Context: an optimization exercise on an open-source flow, tuned for small area, a short achievable clock period and few clock cycles. The choices shown serve that exercise and are no tape-out recipe. Only simulation tests tie the RTL to the original design; equivalence was not proved. Power is estimated from default activity; no workload was simulated.

==> flow/design.v <==
module dmd_draw (
    input  wire        clk,
    input  wire        rst,
    input  wire        cmd_valid,
    output wire        cmd_ready,
    input  wire [31:0] cmd_data,
    output wire        busy,
    output wire        ill,
    input  wire [6:0]  rd_addr,
    output wire [7:0]  rd_data
);
    localparam [2:0] C_PIX  = 3'd0;
    localparam [2:0] C_CLR  = 3'd1;
    localparam [2:0] C_LINE = 3'd2;
    localparam [2:0] C_CIRC = 3'd3;
    localparam [2:0] C_BOX  = 3'd4;
    localparam [2:0] C_FBOX = 3'd5;
    localparam [2:0] C_TEST = 3'd6;
    localparam [2:0] E_IDLE = 3'd0;
    localparam [2:0] E_PIX  = 3'd1;
    localparam [2:0] E_FILL = 3'd2;
    localparam [2:0] E_LINE = 3'd3;
    localparam [2:0] E_BOX  = 3'd4;
    localparam [2:0] E_CIRC = 3'd5;
    localparam [1:0] K_RANGE = 2'd0;    
    localparam [1:0] K_EXCL  = 2'd1;    
    localparam [1:0] K_PTS   = 2'd2;    
    localparam [1:0] K_PAIRS = 2'd3;    
    reg [63:0] pix [0:15];
    wire [63:0] rrow = pix[rd_addr[6:3]];
    reg  [7:0]  rbyte;
    integer rb;
    always @(*) begin
        for (rb = 0; rb < 8; rb = rb + 1)
            rbyte[7 - rb] = rrow[{rd_addr[2:0], 3'd0} + rb];
    end
    assign rd_data = rbyte;
    reg  [1:0]  wcnt;
    reg  [1:0]  a_len;
    reg  [2:0]  a_cls;
    reg  [2:0]  a_mode;
    reg  [1:0]  a_imm;
    reg         a_leg;
    reg  [31:0] w1;
    reg         ill_q;
    reg         q_valid;
    reg  [2:0]  q_cls;
    reg  [2:0]  q_mode;
    reg  [1:0]  q_imm;
    reg  [15:0] q_x1, q_y1, q_x2, q_y2;
    reg         q_rdy;                  
    reg  [16:0] q_dx, q_dy;             
    reg         q_dxn, q_dxz, q_dyn, q_dyz;
    assign ill = ill_q;
    wire [7:0] d_op   = cmd_data[31:24];
    wire       d_mok  = (cmd_data[18:16] <= 3'd4);
    reg  [2:0] d_cls;
    reg  [1:0] d_len;
    reg        d_leg;
    always @(*) begin
        d_cls = C_PIX; d_len = 2'd0; d_leg = 1'b0;
        case (d_op)
            8'h01: begin d_cls = C_PIX;  d_len = 2'd1; d_leg = ((cmd_data & 32'h00F8FFFE) == 32'h0) & d_mok; end
            8'h02: begin d_cls = C_CLR;  d_len = 2'd0; d_leg = ((cmd_data & 32'h00FFFFFE) == 32'h0); end
            8'h10: begin d_cls = C_LINE; d_len = 2'd2; d_leg = ((cmd_data & 32'h00F8FFFF) == 32'h0) & d_mok; end
            8'h11: begin d_cls = C_CIRC; d_len = 2'd2; d_leg = ((cmd_data & 32'h00F8FFFF) == 32'h0) & d_mok; end
            8'h12: begin d_cls = C_BOX;  d_len = 2'd2; d_leg = ((cmd_data & 32'h00F8FFFF) == 32'h0) & d_mok; end
            8'h13: begin d_cls = C_FBOX; d_len = 2'd2; d_leg = ((cmd_data & 32'h00F8FFFF) == 32'h0) & d_mok; end
            8'h14: begin d_cls = C_TEST; d_len = 2'd0; d_leg = ((cmd_data & 32'h00FFFFFC) == 32'h0); end
            default: ;
        endcase
    end
    wire        first   = (wcnt == 2'd0);
    wire [1:0]  p_len   = first ? d_len : a_len;
    wire        p_last  = (wcnt == p_len);
    wire [2:0]  p_cls   = first ? d_cls : a_cls;
    wire        p_leg   = first ? d_leg : (a_leg & ((a_cls != C_CIRC) | (cmd_data[31:16] == 16'd0)));
    wire [31:0] p_w1    = (wcnt == 2'd1) ? cmd_data : w1;
    wire [16:0] p_dxa = {q_x2[15], q_x2} - {q_x1[15], q_x1};
    wire [16:0] p_dxb = {q_x1[15], q_x1} - {q_x2[15], q_x2};
    wire [16:0] p_dya = {q_y2[15], q_y2} - {q_y1[15], q_y1};
    wire [16:0] p_dyb = {q_y1[15], q_y1} - {q_y2[15], q_y2};
    assign cmd_ready = ~q_valid | ~p_last;
    wire        accept  = cmd_valid & cmd_ready;
    always @(posedge clk) begin
        q_dxn <= p_dxa[16];
        q_dyn <= p_dya[16];
        q_dxz <= (q_x1 == q_x2);
        q_dyz <= (q_y1 == q_y2);
        q_dx  <= p_dxa[16] ? p_dxb : p_dxa;
        q_dy  <= p_dya[16] ? p_dyb : p_dya;
    end
    wire        take;                       
    always @(posedge clk) begin
        if (rst) begin
            wcnt    <= 2'd0;
            ill_q   <= 1'b0;
            q_valid <= 1'b0;
            q_rdy   <= 1'b0;
        end else begin
            if (take) q_valid <= 1'b0;
            q_rdy <= q_valid & ~take;
            if (accept) begin
                if (first) begin
                    a_len  <= d_len;
                    a_cls  <= d_cls;
                    a_mode <= cmd_data[18:16];
                    a_imm  <= cmd_data[1:0];
                    a_leg  <= d_leg;
                end
                if (wcnt == 2'd1) w1 <= cmd_data;
                if (p_last) begin
                    wcnt <= 2'd0;
                    if (p_leg) begin
                        q_valid <= 1'b1;
                        q_cls   <= p_cls;
                        q_mode  <= first ? cmd_data[18:16] : a_mode;
                        q_imm   <= first ? cmd_data[1:0]   : a_imm;
                        q_x1    <= p_w1[15:0];
                        q_y1    <= p_w1[31:16];
                        q_x2    <= cmd_data[15:0];
                        q_y2    <= cmd_data[31:16];
                    end else
                        ill_q <= 1'b1;
                end else
                    wcnt <= wcnt + 2'd1;
            end
        end
    end
    reg  [2:0]  es;
    reg  [1:0]  ph;
    reg         opA, opB;           
    reg         tog, filled;
    reg  [1:0]  pat;
    reg         fclr;               
    reg         xmaj, flip, sb_neg, narrow;
    reg  signed [17:0] ra, rb_, rc, rd;
    reg  signed [17:0] rdiff;       
    reg         cpr;                
    reg  signed [18:0] rf;
    reg  [18:0] rD2, rM2;
    reg  [16:0] rrem;
    reg         g_we, g_opA, g_opB;
    reg  [1:0]  g_rk, g_ck;
    reg  signed [7:0] g_rlo, g_rhi, g_clo, g_chi;
    reg         g_rpe, g_rpv, g_cpe, g_cpv, g_rflip;
    reg         g_rrun, g_crun;
    reg  [2:0]  g_run;
    assign busy = q_valid | (es != E_IDLE) | g_we;
    wire signed [17:0] sx1 = {{2{q_x1[15]}}, q_x1};
    wire signed [17:0] sy1 = {{2{q_y1[15]}}, q_y1};
    wire signed [17:0] sx2 = {{2{q_x2[15]}}, q_x2};
    wire signed [17:0] sy2 = {{2{q_y2[15]}}, q_y2};
    wire       q_v = (q_cls == C_PIX) ? q_imm[0] : 1'b1;
    reg        s_opA, s_opB;
    always @(*) begin
        case (q_mode)
            3'd0: begin s_opA = q_v;  s_opB = ~q_v; end    
            3'd1: begin s_opA = ~q_v; s_opB = q_v;  end    
            3'd2: begin s_opA = 1'b1; s_opB = 1'b1; end    
            3'd3: begin s_opA = q_v;  s_opB = 1'b0; end    
            default: begin s_opA = ~q_v; s_opB = 1'b1; end  
        endcase
    end
    wire        l_swap = q_dxn | (q_dxz & q_dyn);
    wire        l_syn  = l_swap ? (~q_dyn & ~q_dyz) : q_dyn;   
    wire        l_xmaj = (q_dx > q_dy);
    wire [16:0] l_maj  = l_xmaj ? q_dx : q_dy;
    wire [16:0] l_min  = l_xmaj ? q_dy : q_dx;
    wire signed [17:0] l_X1  = l_swap ? sx2 : sx1;
    wire signed [17:0] l_Y1  = l_swap ? sy2 : sy1;
    wire signed [17:0] l_Y1f = {~l_Y1[17:4] + 14'd1, ~l_Y1[3:0]};    
    wire signed [18:0] l_fx = {1'b0, q_dy, 1'b0} - {2'd0, q_dx};
    wire signed [18:0] l_fy = {1'b0, q_dx, 1'b0} - {2'd0, q_dy};
    wire        g_last;
    assign take = q_valid & (q_rdy | (q_cls != C_LINE)) & ((es == E_IDLE) | g_last);
    wire        b_xs  = (sx2 < sx1);
    wire        b_ys  = (sy2 < sy1);
    wire        b_xeq = (q_x1 == q_x2);
    wire        b_yeq = (q_y1 == q_y2);
    wire signed [12:0] f13  = rf[12:0];
    wire signed [12:0] D13  = {1'b0, rD2[11:0]};
    wire signed [12:0] M13  = {1'b0, rM2[11:0]};
    wire signed [12:0] Dx2  = D13 <<< 1;
    wire signed [12:0] Dx4  = D13 <<< 2;
    wire signed [12:0] Dx8  = D13 <<< 3;
    wire signed [12:0] fc1 = f13 + D13;
    wire signed [12:0] fc2 = f13 + Dx2;
    wire signed [12:0] fc3 = f13 + D13 + Dx2;
    wire signed [12:0] fc4 = f13 + Dx4;
    wire signed [12:0] fc5 = f13 + D13 + Dx4;
    wire signed [12:0] fc6 = f13 + Dx2 + Dx4;
    wire signed [12:0] fc7 = f13 + Dx8 - D13;
    wire signed [12:0] fc8 = f13 + Dx8;
    wire signed [12:0] fg  = f13 - M13;
    wire signed [12:0] fd1 = fg + D13;
    wire signed [12:0] fd2 = fg + Dx2;
    wire signed [12:0] fd3 = fg + D13 + Dx2;
    wire signed [12:0] fd4 = fg + Dx4;
    wire signed [12:0] fd5 = fg + D13 + Dx4;
    wire signed [12:0] fd6 = fg + Dx2 + Dx4;
    wire signed [12:0] fd7 = fg + Dx8 - D13;
    wire signed [12:0] fd8 = fg + Dx8;
    wire n0 = f13[12], n1 = fc1[12], n2 = fc2[12], n3 = fc3[12];
    wire n4 = fc4[12], n5 = fc5[12], n6 = fc6[12], n7 = fc7[12];
    reg  [2:0]  f_j;
    reg  signed [12:0] f_dj;
    always @(*) begin
        if (!n0)      begin f_j = 3'd0; f_dj = fd1; end
        else if (!n1) begin f_j = 3'd1; f_dj = fd2; end
        else if (!n2) begin f_j = 3'd2; f_dj = fd3; end
        else if (!n3) begin f_j = 3'd3; f_dj = fd4; end
        else if (!n4) begin f_j = 3'd4; f_dj = fd5; end
        else if (!n5) begin f_j = 3'd5; f_dj = fd6; end
        else if (!n6) begin f_j = 3'd6; f_dj = fd7; end
        else          begin f_j = 3'd7; f_dj = fd8; end
    end
    wire        f_step = ~(n0 & n1 & n2 & n3 & n4 & n5 & n6 & n7);
    wire signed [12:0] f_fn = f_step ? f_dj : fc8;
    wire signed [18:0] lD2  = rD2;
    wire signed [18:0] lM2  = rM2;
    wire signed [18:0] s_a  = rf + lD2;
    wire signed [18:0] s_b  = rf + lD2 - lM2;
    wire        s_step = ~rf[18];
    wire        l_step = narrow ? f_step : s_step;
    wire [2:0]  l_Lm1  = narrow ? f_j : 3'd0;               
    wire signed [18:0] l_fn = narrow ? {{6{f_fn[12]}}, f_fn} : (s_step ? s_b : s_a);
    wire        l_end  = (rrem[16:3] == 14'd0) && (rrem[2:0] <= l_Lm1);
    wire [2:0]  l_Pm1  = l_end ? rrem[2:0] : l_Lm1;         
    reg  signed [17:0] l_anext;
    always @(*) begin
        case (l_Pm1)
            3'd0: l_anext = ra + 18'sd1;
            3'd1: l_anext = ra + 18'sd2;
            3'd2: l_anext = ra + 18'sd3;
            3'd3: l_anext = ra + 18'sd4;
            3'd4: l_anext = ra + 18'sd5;
            3'd5: l_anext = ra + 18'sd6;
            3'd6: l_anext = ra + 18'sd7;
            default: l_anext = ra + 18'sd8;
        endcase
    end
    reg         n_we;
    reg  [1:0]  n_rk, n_ck;
    reg  signed [17:0] n_rlo, n_rhi, n_clo, n_chi;
    reg         n_rpe, n_rpv, n_cpe, n_cpv, n_rflip, n_rrun, n_crun;
    reg         n_last;
    assign g_last = n_last;
    wire signed [17:0] cu = ph[0] ? rd : rc;      
    wire signed [17:0] cv = ph[0] ? rc : rd;      
    wire        c_gt  = rdiff[17];                
    wire        c_eq  = (rdiff == 18'sd0);
    wire        c_lt  = ~c_gt & ~c_eq;
    wire signed [18:0] c_x2 = {rc, 1'b0};
    wire signed [18:0] c_d2 = {rdiff, 1'b0};
    wire signed [18:0] c_pa = rf + c_x2 + 19'sd3;                
    wire signed [18:0] c_pb = rf - c_d2 + 19'sd5;                
    wire signed [18:0] c_p2a = rf + (c_x2 <<< 1) + 19'sd8;       
    wire signed [18:0] c_p2b = rf + c_x2 - c_d2 + 19'sd10;       
    wire        c_pair = rf[18] & c_lt;               
    wire        c_diag2 = (rdiff == 18'sd1);          
    wire        c_cp = ~ph[0] & c_pair;               
    wire        c_rp = ph[0] & cpr & ~c_diag2;        
    wire signed [17:0] c_cu = cu + {17'd0, c_cp};
    wire signed [17:0] c_cv = cv + {17'd0, c_rp};
    always @(*) begin
        n_we = 1'b0; n_rk = K_PTS; n_ck = K_PTS;
        n_rlo = rb_; n_rhi = rb_; n_clo = ra; n_chi = ra;
        n_rpe = 1'b0; n_rpv = 1'b0; n_cpe = 1'b0; n_cpv = 1'b0; n_rflip = 1'b0;
        n_rrun = 1'b0; n_crun = 1'b0;
        n_last = 1'b1;
        case (es)
            E_PIX: begin
                n_we = 1'b1; n_rk = K_PTS; n_ck = K_PTS;
            end
            E_FILL: begin
                n_we = 1'b1; n_rk = K_RANGE; n_ck = K_RANGE;
                n_rlo = 18'sd0; n_rhi = 18'sd15; n_clo = 18'sd0; n_chi = 18'sd63;
                n_last = fclr | (ph == 2'd2);
                if (ph == 2'd1) begin
                    n_rpe = 1'b1; n_rpv = 1'b0;
                    n_cpe = 1'b1; n_cpv = ~pat[0];
                end else if (ph == 2'd2) begin
                    n_rpe = 1'b1; n_rpv = 1'b1;
                    n_cpe = 1'b1; n_cpv = pat[1] ^ pat[0];
                end
            end
            E_LINE: begin
                n_we = 1'b1;
                n_last = l_end;
                if (xmaj) begin
                    n_rk = K_PTS;   n_rlo = rb_; n_rhi = rb_;
                    n_ck = K_RANGE; n_clo = ra;  n_crun = 1'b1;
                end else begin
                    n_ck = K_PTS;   n_clo = rb_; n_chi = rb_;
                    n_rk = K_RANGE; n_rlo = ra;  n_rrun = 1'b1;
                    n_rflip = flip;
                end
            end
            E_BOX: begin
                n_we = 1'b1;
                n_clo = ra; n_chi = rc; n_rlo = rb_; n_rhi = rd;
                if (ph == 2'd0) begin
                    n_rk = filled ? K_RANGE : K_PTS;
                    n_ck = tog ? K_EXCL : K_RANGE;
                    n_last = ~tog & filled;
                end else if (ph == 2'd1) begin
                    n_rk = tog ? K_EXCL : K_RANGE;
                    n_ck = K_PTS;
                end else begin
                    n_rk = K_PTS; n_ck = K_PTS;
                end
            end
            E_CIRC: begin
                n_we  = ~c_gt;
                n_rk  = c_rp ? K_PAIRS : K_PTS;
                n_ck  = c_cp ? K_PAIRS : K_PTS;
                n_clo = ra - c_cu; n_chi = ra + c_cu;
                n_rlo = rb_ - c_cv; n_rhi = rb_ + c_cv;
                n_last = ph[0] ? (cpr & c_diag2) : ~c_lt;
            end
            default: n_last = 1'b1;
        endcase
    end
    function [7:0] clampc; input signed [17:0] v;
        begin
            if (v[17])                clampc = (v[16:3] == 14'h3FFF) ? v[7:0] : 8'hF7;
            else if (v[16:7] != 0)    clampc = 8'd72;
            else if (v[6:3] == 4'hF)  clampc = 8'd72;     
            else if (v[6] & v[3])     clampc = 8'd72;     
            else if (v[6] & (v[5:4] != 2'd0)) clampc = 8'd72;
            else                      clampc = v[7:0];
        end
    endfunction
    always @(posedge clk) begin
        if (rst) begin
            g_we <= 1'b0;
        end else begin
            g_we <= n_we;
        end
        g_opA <= opA; g_opB <= opB;
        g_rk  <= n_rk;  g_ck  <= n_ck;
        g_rlo <= clampc(n_rlo); g_rhi <= clampc(n_rhi);
        g_clo <= clampc(n_clo); g_chi <= clampc(n_chi);
        g_rpe <= n_rpe; g_rpv <= n_rpv; g_cpe <= n_cpe; g_cpv <= n_cpv;
        g_rflip <= n_rflip;
        g_rrun <= n_rrun; g_crun <= n_crun; g_run <= l_Pm1;
    end
    function [17:0] r_ox; input signed [7:0] v; integer i;
        begin for (i = -1; i < 17; i = i + 1) r_ox[i + 1] = (v == i); end
    endfunction
    function [15:0] r_ge; input signed [7:0] v; integer i;    
        begin for (i = 0; i < 16; i = i + 1) r_ge[i] = v[7] | ((v[6:4] == 3'd0) && (v[3:0] <= i)); end
    endfunction
    function [15:0] r_le; input signed [7:0] v; integer i;    
        begin for (i = 0; i < 16; i = i + 1) r_le[i] = ~v[7] & ((v[6:4] != 3'd0) || (v[3:0] >= i)); end
    endfunction
    function [65:0] c_ox; input signed [7:0] v; integer i;
        begin for (i = -1; i < 65; i = i + 1) c_ox[i + 1] = (v == i); end
    endfunction
    function [63:0] c_ge; input signed [7:0] v; integer i;
        begin for (i = 0; i < 64; i = i + 1) c_ge[i] = v[7] | (~v[6] && (v[5:0] <= i)); end
    endfunction
    function [63:0] c_le; input signed [7:0] v; integer i;
        begin for (i = 0; i < 64; i = i + 1) c_le[i] = ~v[7] & (v[6] || (v[5:0] >= i)); end
    endfunction
    wire signed [7:0] e_rhi = g_rrun ? (g_rlo + {5'd0, g_run}) : g_rhi;
    wire signed [7:0] e_chi = g_crun ? (g_clo + {5'd0, g_run}) : g_chi;
    wire [17:0] r_xlo = r_ox(g_rlo), r_xhi = r_ox(e_rhi);
    wire [65:0] c_xlo = c_ox(g_clo), c_xhi = c_ox(e_chi);
    wire [15:0] r_pts = r_xlo[16:1] | r_xhi[16:1];
    wire [63:0] c_pts = c_xlo[64:1] | c_xhi[64:1];
    wire [15:0] r_prs = r_pts | r_xlo[15:0] | r_xhi[17:2];
    wire [63:0] c_prs = c_pts | c_xlo[63:0] | c_xhi[65:2];
    wire [15:0] r_rng = r_ge(g_rlo) & r_le(e_rhi);
    wire [63:0] c_rng = c_ge(g_clo) & c_le(e_chi);
    reg [15:0] rmask0, rmask;
    reg [63:0] cmask;
    integer mi;
    always @(*) begin
        case (g_rk)
            K_RANGE: rmask0 = r_rng;
            K_EXCL:  rmask0 = r_rng & ~r_pts;
            K_PTS:   rmask0 = r_pts;
            default: rmask0 = r_prs;
        endcase
        case (g_ck)
            K_RANGE: cmask = c_rng;
            K_EXCL:  cmask = c_rng & ~c_pts;
            K_PTS:   cmask = c_pts;
            default: cmask = c_prs;
        endcase
        for (mi = 0; mi < 16; mi = mi + 1)
            if (g_rpe && (mi[0] != g_rpv)) rmask0[mi] = 1'b0;
        for (mi = 0; mi < 64; mi = mi + 1)
            if (g_cpe && (mi[0] != g_cpv)) cmask[mi] = 1'b0;
        for (mi = 0; mi < 16; mi = mi + 1)
            rmask[mi] = g_rflip ? rmask0[15 - mi] : rmask0[mi];
    end
    wire [15:0] rowA = rmask & {16{g_we & g_opA}};
    wire [15:0] rowB = rmask & {16{g_we & g_opB}};
    integer py, px;
    always @(posedge clk) begin
        for (py = 0; py < 16; py = py + 1)
            for (px = 0; px < 64; px = px + 1)
                pix[py][px] <= pix[py][px] ? ~(cmask[px] & rowB[py]) : (cmask[px] & rowA[py]);
    end
    always @(posedge clk) begin
        if (rst) begin
            es <= E_IDLE;
        end else begin
            case (es)
                E_FILL: begin
                    ph  <= ph + 2'd1;
                    opA <= 1'b1;
                    opB <= 1'b0;
                end
                E_LINE: begin
                    rrem <= rrem - {14'd0, l_Pm1} - 17'd1;
                    ra   <= l_anext;
                    if (l_step) rb_ <= sb_neg ? (rb_ - 18'sd1) : (rb_ + 18'sd1);
                    rf   <= l_fn;
                end
                E_BOX: ph <= ph + 2'd1;
                E_CIRC: begin
                    if (!ph[0]) begin
                        ph  <= 2'd1;
                        cpr <= c_pair;
                    end else begin
                        ph <= 2'd0;
                        if (!cpr) begin
                            rc <= rc + 18'sd1;
                            rd <= rd - 18'sd1;
                            rf <= c_pb;
                            rdiff <= rdiff - 18'sd2;
                        end else begin
                            rc <= rc + 18'sd2;
                            if (c_pa[18]) begin
                                rf <= c_p2a;
                                rdiff <= rdiff - 18'sd2;
                            end else begin
                                rd <= rd - 18'sd1;
                                rf <= c_p2b;
                                rdiff <= rdiff - 18'sd3;
                            end
                        end
                    end
                end
                default: ;
            endcase
            if (es != E_IDLE && g_last) es <= E_IDLE;
            if (take) begin
                opA  <= s_opA;
                opB  <= s_opB;
                ph   <= 2'd0;
                tog  <= (q_mode == 3'd2);
                filled <= (q_cls == C_FBOX);
                pat  <= q_imm;
                fclr <= (q_cls == C_CLR);
                case (q_cls)
                    C_PIX: begin
                        es <= E_PIX; ra <= sx1; rb_ <= sy1;
                    end
                    C_CLR: begin
                        es <= E_FILL;
                        opA <= ~q_imm[0]; opB <= q_imm[0];
                    end
                    C_TEST: begin
                        es <= E_FILL;
                        opA <= 1'b0; opB <= 1'b1;
                    end
                    C_LINE: begin
                        es     <= E_LINE;
                        xmaj   <= l_xmaj;
                        flip   <= ~l_xmaj & l_syn;
                        sb_neg <= l_xmaj & l_syn;
                        narrow <= (l_maj[16:7] == 10'd0);
                        ra     <= l_xmaj ? l_X1 : (l_syn ? l_Y1f : l_Y1);
                        rb_    <= l_xmaj ? l_Y1 : l_X1;
                        rD2    <= {1'b0, l_min, 1'b0};
                        rM2    <= {1'b0, l_maj, 1'b0};
                        rf     <= l_xmaj ? l_fx : l_fy;
                        rrem   <= l_maj;
                    end
                    C_CIRC: begin
                        ra <= sx1; rb_ <= sy1;
                        rc <= 18'sd0;
                        rd <= {2'b00, q_x2};
                        rdiff <= {2'b00, q_x2};
                        rf <= 19'sd1 - {3'd0, q_x2};
                        es <= q_x2[15] ? E_IDLE : E_CIRC;
                    end
                    default: begin
                        es  <= E_BOX;
                        ra  <= b_xs ? sx2 : sx1;
                        rc  <= b_xs ? sx1 : sx2;
                        rb_ <= b_ys ? sy2 : sy1;
                        rd  <= b_ys ? sy1 : sy2;
                        if (q_mode == 3'd2 && (b_xeq | b_yeq)) begin
                            ph <= 2'd2;
                            if (b_xeq & b_yeq) es <= E_IDLE;
                        end
                    end
                endcase
            end
        end
    end
endmodule
==> flow/constraint.sdc <==
create_clock -name core_clock -period 12.0 [get_ports {clk}]
set_input_delay 2.4000 -clock core_clock [delete_from_list [all_inputs] [get_ports {clk}]]
set_output_delay 2.4000 -clock core_clock [all_outputs]
set_load 0.01 [all_outputs]
==> flow/run.sh <==
#!/bin/bash
# synth_recipe.tcl (not shown) runs the flow's synth.tcl, then flattens the netlist and writes it again
# the make line also repeats each setting of config.mk as NAME=value (left out here)
make -C /OpenROAD-flow-scripts/flow DESIGN_CONFIG=/design/flow/config.mk WORK_HOME=/design/flow/orfs CLKGATE_MAP_FILE= SYNTH_SCRIPT=/design/flow/synth_recipe.tcl finish
==> flow/config.mk <==
export PLATFORM = sky130hd
export DESIGN_NAME = dmd_draw
export DESIGN_NICKNAME = dmd_draw
export VERILOG_FILES = /design/flow/design.v
export SDC_FILE = /design/flow/constraint.sdc
export NUM_CORES = 4
export LEC_CHECK = 0
export CAP_MARGIN = 20
export CORE_MARGIN = 2
export CORE_UTILIZATION = 55
export CTS_BUF_LIST = sky130_fd_sc_hd__clkbuf_4 sky130_fd_sc_hd__clkbuf_8
export SETUP_SLACK_MARGIN = 4.7
export SLEW_MARGIN = 20
==> impl_results.md <==
* CTS Hold Bufs at 0
* CTS Root Cell: clkbuf_8
* R2r setup slk at 4870 ps
* CP Data Required Time at 9600 ps
* Fmax at 135 MHz
* Clk_skew at 99.2 ps
* Minimum clock period at 7400 ps
* Inserted Clock Buffers at 230
* Post-Syn Area at 91300 sq um
* Final TNS setup at 0 ps
* Hold Path Class: reg -> reg
* Predominant post-synthesis flop cell: dfxtp_1
* DR DRC count at 0
* Vias at 95.3k
* Top-area cell type share of the netlist area at 24.5%
* Routed WL at 405000 microns
* Final hold violations at 0
* Slew headroom at 14.3%
* Yosys Warn Count at 2
* Filler Cells Inserted at 14.2k
* First-pass GRT wire length at 581000 microns
* Max-cap violation count at 0
* Post-route antenna net violation count at 0
* FF-to-FF End: ra[14]
* Post-synth cell types at 121
* Avg Cell Area, Syn at 8.28 sq um
* Die W at 411 microns
* Post-Syn Nets at 11.6k
* Vias per inst at 7.23
* Top post-synthesis cells by area: dfxtp_1, edfxtp_1, a21oi_1
* Hold path depth at 1
* Total gr overflow at 0
* Most frequent cells in the layout: a21oi_1, dfxtp_1, a31oi_1
* Status: finished clean
* Gate Count Post-Synth at 11.0k
* Unrepaired setup endpoints after global routing: yes
* Share of cells above drive strength 1 at 11.6%
* Drt pass-1 iters at 10
* Commonest non-fill, non-tap cell in the layout: a21oi_1
* XOR/XNOR Fraction of Synth Area at 4.22%
* EDFF count, synth at 289
* WS Path Type: in -> out
* Hold_sp: pix[10][22]
* Post-DP HPWL at 267000 microns
* Die footprint at 169000 sq um
* R2R cell count at 33
* Maximum vdd drop at 0.135 mV
* Vias in the first global route at 87.6k
* CP Launch Type: input port
* Final setup vio count at 0
* Placed Cells at 12.6k
* Total GRT Usage at 45.5%
* Clock latency at the later pin of the worst-skew pair at 1080 ps
* Final Max Slew Viols at 0
* Htree depth at 4
* Wire length per cell at 30.7 microns
* Final net count at 11.4k
* Final period util at 61.7%
* Post-synthesis compound-gate area fraction at 33.9%
* Worst-path clk slew at 60 ps
* CP Capture Type: output pin
* FF+latch count, synth at 1407
* Deepest clock path buffer count at 3
* Adder-cell area share of the yosys netlist at 8.04%
* Largest family of logic cells by synthesized area: compound AO/OA/AOI/OAI gates
* Ports at 53
* Arr. time, crit path at 5000 ps
* Power Density at 115 nW/um^2
* # rows at 149
* LEAKAGE at 38.0 nW
* Initial antenna violation count at 11
* Initial core utilization at 55.4%
* Final GP Congestion at 1.05
* Largest net degree at the start of global routing at 75
* Worst-path fanout max at 17
* Final Non-Filler Cells at 13.2k
* Hold EP: pix[10][22]
* Synthesis-to-finish area growth at 12.1%
* CTS tree: yes
* Mux cell area share after synthesis at 2.63%
* # port buffers at 52
* Sink Count at 1407
* Synth async-reset ratio at 0%
* Reg-to-Reg Start: D13[1]
* Core footprint at 165000 sq um
* Die Y at 411 microns
* Simple-gate share of the synthesized area at 11.7%
* DR iter-0 viols at 15.8k
* Seq/Total Area, Yosys at 34.0%
* Post-synth top area cell: dfxtp_1
* Measured slew at the worst slew-check pin at 1270 ps
## layout make-up
type	count	area (sq um)	share of cell area, %
Antenna cell	10	25.0	0.0245
Clock buffer	354	4430	4.33
Clock inverter	75	1020	0.993
Inverter	399	1520	1.48
Multi-Input combinational cell	8329	57800	56.5
Sequential cell	1407	31100	30.4
Tap cell	2189	2740	2.68
Timing Repair Buffer	419	3750	3.66
## critical path: stages
cell and delay (ps):
buf_8 150, nand2b_4 190, buf_4 160, nor2_4 110, buf_12 190, a22o_1 250
a221oi_1 240, nand3_1 150, o221ai_2 230, o21ai_2 120, mux4_2 480, dlygate4sd2_1 300
## stage by stage
step                setup WS (ps)  hold WS, ps  util (%)  power, mW  cell area (sq um)
floorplan                    4620          323         -       6.23              91500
global placement             2920          447      57.5       6.76              94800
detailed placement           2810          456      57.5       6.79              94800
CTS                          4580          465      61.3       11.6             101000
global route                 4580          475      62.1       12.1             102000
finish                       4600          467      62.1       11.8             102000
## timing repair
action                                  in CTS  in global routing
resized for setup                          167                125
cloned                                       5                  3
hold endpoints to repair                     0                  0
setup buffers                               44                 33
pin swaps                                   30                 57
endpoints found under the setup margin     168                 68
## report_power, final
group	switching (mW)	total (mW)	internal, mW	leakage [nW]
Sequential	0.0775	4.95	4.87	11.7
Combinational	1.21	1.91	0.700	23.4
Clock	2.21	4.89	2.68	2.86
Total	3.50	11.8	8.25	38.0
## per-layer routing
metal	track usage, %	up-vias	wire length (microns)
li1	-	41783	-
met1	56.5	44466	147000
met2	68.5	7187	170000
met3	11.0	1844	51000
met4	33.8	10	36500
met5	0	-	75
## sequential cells by signal, summed over array words and instances, names as in the netlist, 17 cells and up
name / flops
q_dx: 17
rc: 18
w1: 32
pix: 1024
q_dy: 17
ra: 18
rd: 18
rdiff: 18
rrem: 17
rb_: 18
rf: 19
## how the worst max path moves through the flow
stage / from / endpoint / cells after the start
finish: rd_addr[4] / rd_data[7] / 12
detailed placement: D13[1] / ra[14] / 33
global route: D13[2] / ra[15] / 36
global placement: D13[1] / ra[14] / 33
floorplan: D13[2] / ra[14] / 35
CTS: rd_addr[6] / rd_data[4] / 12
## cells in the mapped netlist (194+ instances only)
| library cell | instances |
|---|---|
| inv_1 | 389 |
| nor3_1 | 194 |
| clkbuf_1 | 707 |
| ha_1 | 533 |
| dfxtp_1 | 1118 |
| nand3_1 | 210 |
| a21oi_1 | 1563 |
| nand2_1 | 490 |
| nor2_1 | 725 |
| xnor2_1 | 284 |
| a22oi_1 | 349 |
| o21ai_0 | 583 |
| edfxtp_1 | 289 |
| a31oi_1 | 1052 |
## logic make-up (layout without fill, tap and decap cells)
logic type	after synthesis	count (layout)
AOI/OAI and AO/OA	4872	4872
buffers and inverters	1290	1247
xor gates and xnor gates	433	433
adders and majority gates	567	567
and+or+nand+nor	2234	2236
muxes	221	221
other	0	10
DFF	1407	1407
Testbench counts, summed over its fixed seeds: cycles 2,915.

-- what the ideal ports hide --
The flow's constraints put no driver on any port. The routed layout listed below was extracted and timed again, unchanged, in two steps.
Step 1: set_driving_cell puts a clkbuf_16 on clk and a buf_2 on each other input, an assumption about the parent block.
Step 2 moves the port delays by t, midway between the first and last clock arrival at a register: inputs arrive t later, outputs are due t later. That takes back most of the time a late clock gives input paths.
Slacks: ideal ports / drivers / drivers and shift; pairs: ideal ports / drivers.
shift t [ns]: 1.126
slack for setup (ns): 4.601 / 4.548 / 4.548
worst setup path at the end: input to output
After both steps setup and hold are still met in this run. For this run, drivers alone change the setup slack by -0.053 ns; drivers and shift together by -0.053 ns.
